This is an optimization exercise on Yosys and OpenROAD, whose aim is small area, a short achievable clock period and few clock cycles per item, not a production implementation.
At most, simulation tests tie the RTL to the original design; equivalence was not proved.
Power is estimated from default activity; no workload was simulated.

Design rle_codec, start of the top module:
module rle_codec (
    input  wire        clk,
    input  wire        rst,
    input  wire        enc_in_valid,
    output wire        enc_in_ready,
    input  wire [31:0] enc_in_data,
    input  wire [2:0]  enc_in_bytes,
    input  wire        enc_in_last,
    output wire        enc_out_valid,
    input  wire        enc_out_ready,
    output wire [15:0] enc_out_desc,
    output wire        enc_out_last,
    input  wire        dec_in_valid,
    output wire        dec_in_ready,
    input  wire [15:0] dec_in_desc,
    input  wire        dec_in_last,
    output wire        dec_out_valid,
    input  wire        dec_out_ready,
    output wire [31:0] dec_out_data,
    output wire [2:0]  dec_out_bytes,
    output wire        dec_out_last
);
Size in the first run: about 710 cells after synthesis, about 150 flip-flops.
Settings: LEC_CHECK=0, CAP_MARGIN=20, CORE_MARGIN=2, CORE_UTILIZATION=60, CTS_BUF_LIST=sky130_fd_sc_hd__clkbuf_4 sky130_fd_sc_hd__clkbuf_8, SETUP_SLACK_MARGIN=3.3, SLEW_MARGIN=20; clock period 6.0 ns.
standard.sh (not shown) runs the stock make flow with config.mk's settings and CLKGATE_MAP_FILE= SYNTH_SCRIPT=/design/flow/synth_recipe.tcl, a recipe that flattens the netlist after the stock synthesis.
==> flow/flow/run.sh <==
#!/bin/bash
set -euo pipefail
export BUFFER_PORTS_ARGS="-buffer_cell sky130_fd_sc_hd__buf_1"
bash standard.sh > standard_make.log 2>&1
Testbench counts at the start, summed over its fixed seeds: cycles 28,743, bytes 104,336.
Then changed:
Settings changed: ABC_AREA set to 1, CORE_UTILIZATION 60 to 40.
Worst setup slack gains 150 ps.
Synthesized cell count rose by a quarter to a third.
Worst hold slack is worse by 15 ps.
Combinational power went up by a quarter to a third.
Routed wire length rises slightly.
Register-to-register slack improved by 190 ps.

rle_codec, a different RTL version from the one above (not shown whole).
For scale: ~700 cells after synthesis, roughly 150 flip-flops.
Design rle_codec, start of the top module:
module rle_codec (
    input  wire        clk,
    input  wire        rst,
    input  wire        enc_in_valid,
    output wire        enc_in_ready,
    input  wire [31:0] enc_in_data,
    input  wire [2:0]  enc_in_bytes,
    input  wire        enc_in_last,
    output wire        enc_out_valid,
    input  wire        enc_out_ready,
    output wire [15:0] enc_out_desc,
    output wire        enc_out_last,
    input  wire        dec_in_valid,
    output wire        dec_in_ready,
    input  wire [15:0] dec_in_desc,
    input  wire        dec_in_last,
    output wire        dec_out_valid,
    input  wire        dec_out_ready,
    output wire [31:0] dec_out_data,
    output wire [2:0]  dec_out_bytes,
    output wire        dec_out_last
);
==> flow/config.mk <==
export PLATFORM = sky130hd
export DESIGN_NAME = rle_codec
export DESIGN_NICKNAME = rle_codec
export VERILOG_FILES = /design/flow/design.v
export SDC_FILE = /design/flow/constraint.sdc
export NUM_CORES = 4
export LEC_CHECK = 0
export CAP_MARGIN = 20
export CORE_MARGIN = 2
export CORE_UTILIZATION = 40
export SETUP_SLACK_MARGIN = 3.3
export SLEW_MARGIN = 20
==> flow/constraint.sdc <==
create_clock -name core_clock -period 6.0 [get_ports {clk}]
set_input_delay 1.2000 -clock core_clock [delete_from_list [all_inputs] [get_ports {clk}]]
set_output_delay 1.2000 -clock core_clock [all_outputs]
set_load 0.01 [all_outputs]
run.sh (not shown) runs the stock make flow with config.mk's settings and CLKGATE_MAP_FILE= SYNTH_SCRIPT=/design/flow/synth_recipe.tcl, a recipe that flattens the netlist after the stock synthesis.
Stock flow here: none of the scripts above is used.
Next try:
- SETUP_SLACK_MARGIN: 3.3 -> 3.0
Worst hold slack gains 0.0049 ns.
Sequential share of layout area is higher by 2.7 points.
Wire length drops by a few percent.
Count of clock-buffer cells in the layout goes down by 1.
Core utilization shrinks by 3.6 points.
Fmax goes down by a few percent.
Design area fell by a few percent.
Worst setup slack loses 0.19 ns.
Cell count came out lower by a few percent.
Total power drops by a few percent.
No run of this note included a check of the RTL's function; only the layout flow was run.

Another version of the RTL of rle_codec (not shown whole).
For scale: about 730 cells after synthesis, roughly 120 I/O pins, roughly 7800 µm² of cells after synthesis.
clock: 6.0 ns
lec_check: 0
abc_clock_period_in_ps: 1800
cap_margin: 20
core_margin: 2
core_utilization: 40
cts_buf_list: sky130_fd_sc_hd__clkbuf_4 sky130_fd_sc_hd__clkbuf_8
setup_slack_margin: 3.5
slew_margin: 20
standard.sh (not shown) runs the stock make flow with config.mk's settings and CLKGATE_MAP_FILE= SYNTH_SCRIPT=/design/flow/synth_recipe.tcl, a recipe that flattens the netlist after the stock synthesis.
Scripts as last shown in full above: flow/flow/run.sh
The first run completed with no timing, DRC or antenna violations.
Testbench counts at the start, summed over its fixed seeds: cycles 28,756, bytes 104,336.
Rerun with:
- ABC_CLOCK_PERIOD_IN_PS: 1800 -> not set
- SETUP_SLACK_MARGIN: 3.5 -> 3.6
After rerunning: Utilization climbs by 3.1 points. Critical path depth rose by 1. Power is higher by a few percent. Die area does not change. Setup slack degrades by 0.014 ns. Clock power goes up by a little under a tenth. Routed wire length increases by roughly a tenth. Fmax fell slightly. Final area went up by a few percent. Combinational power went up by about a fifth.

rle_codec, a different RTL version from the one above (not shown whole).
Size in the first run: about 740 cells after synthesis, roughly 150 flip-flops, ~120 I/O pins, about 7800 µm² of cells after synthesis.
==> flow/config.mk <==
export PLATFORM = sky130hd
export DESIGN_NAME = rle_codec
export DESIGN_NICKNAME = rle_codec
export VERILOG_FILES = /design/flow/design.v
export SDC_FILE = /design/flow/constraint.sdc
export NUM_CORES = 4
export LEC_CHECK = 0
export CAP_MARGIN = 20
export CORE_MARGIN = 2
export CORE_UTILIZATION = 40
export CTS_BUF_LIST = sky130_fd_sc_hd__clkbuf_4 sky130_fd_sc_hd__clkbuf_8
export SETUP_SLACK_MARGIN = 3.5
export SLEW_MARGIN = 20
==> flow/constraint.sdc <==
create_clock -name core_clock -period 6.0 [get_ports {clk}]
set_input_delay 1.2000 -clock core_clock [delete_from_list [all_inputs] [get_ports {clk}]]
set_output_delay 1.2000 -clock core_clock [all_outputs]
set_load 0.01 [all_outputs]
Scripts as last shown in full above: flow/flow/run.sh
Then changed:
--- a/flow/config.mk
+++ b/flow/config.mk
@@ -12 +12 @@
-export SETUP_SLACK_MARGIN = 3.5
+export SETUP_SLACK_MARGIN = 3.7
The changed run finished clean. Core utilization goes up by 1.9 points. Non-clock buffer count increases by 18. Hold slack barely changes. Wire length went up by 3.6%. Clock-buffer cell count stays the same. Setup slack gains 70 ps. Clock skew grows by 8.9 ps. Synthesized area does not change. Total power rose by about 5%. Global-route usage increases by 0.92 points.
Function was not checked in any run of this note: the RTL went through the layout flow alone.

-- what the ideal ports hide --
The results above use ideal ports. As a check the final layouts listed here were re-extracted and re-timed, cells and wires unchanged. Step 1 sets driving cells, clkbuf_16 on the clock port and buf_2 on the other inputs (assumed; they add their load-dependent delay and slew). Step 2 adds t to the input delays and takes it off the output delays; t is the mean of the earliest and latest rising clock arrival at the registers after step 1. Input paths then give back, and output paths get back, about the clock's delay inside the block. a / b / c = ideal ports / drivers / drivers and shift; a / b = the first two.
| run | shift t [ns] | slack for setup (ns) | worst setup path at the end |
|---|---|---|---|
| the first run of note 1 | 0.476 | 3.173 / 3.190 / 2.714 | input to register |
| the second run of note 1 | 0.495 | 3.319 / 3.333 / 2.838 | input to register |
| the first run of note 2 | 0.482 | 3.268 / 3.268 / 2.917 | input to register |
| the second run of note 2 | 0.469 | 3.078 / 3.088 / 2.623 | input to register |
| the first run of note 3 | 0.492 | 3.557 / 3.530 / 3.104 | input to register |
| the second run of note 3 | 0.508 | 3.543 / 3.543 / 3.135 | input to register |
| the first run of note 4 | 0.494 | 3.265 / 3.265 / 3.002 | input to register |
| the second run of note 4 | 0.488 | 3.335 / 3.335 / 3.008 | input to register |
After both steps every run listed still meets setup and hold. The setup slack of the second run of note 1, which loses most, moves by +0.014 ns with the drivers and by -0.481 ns with both steps.
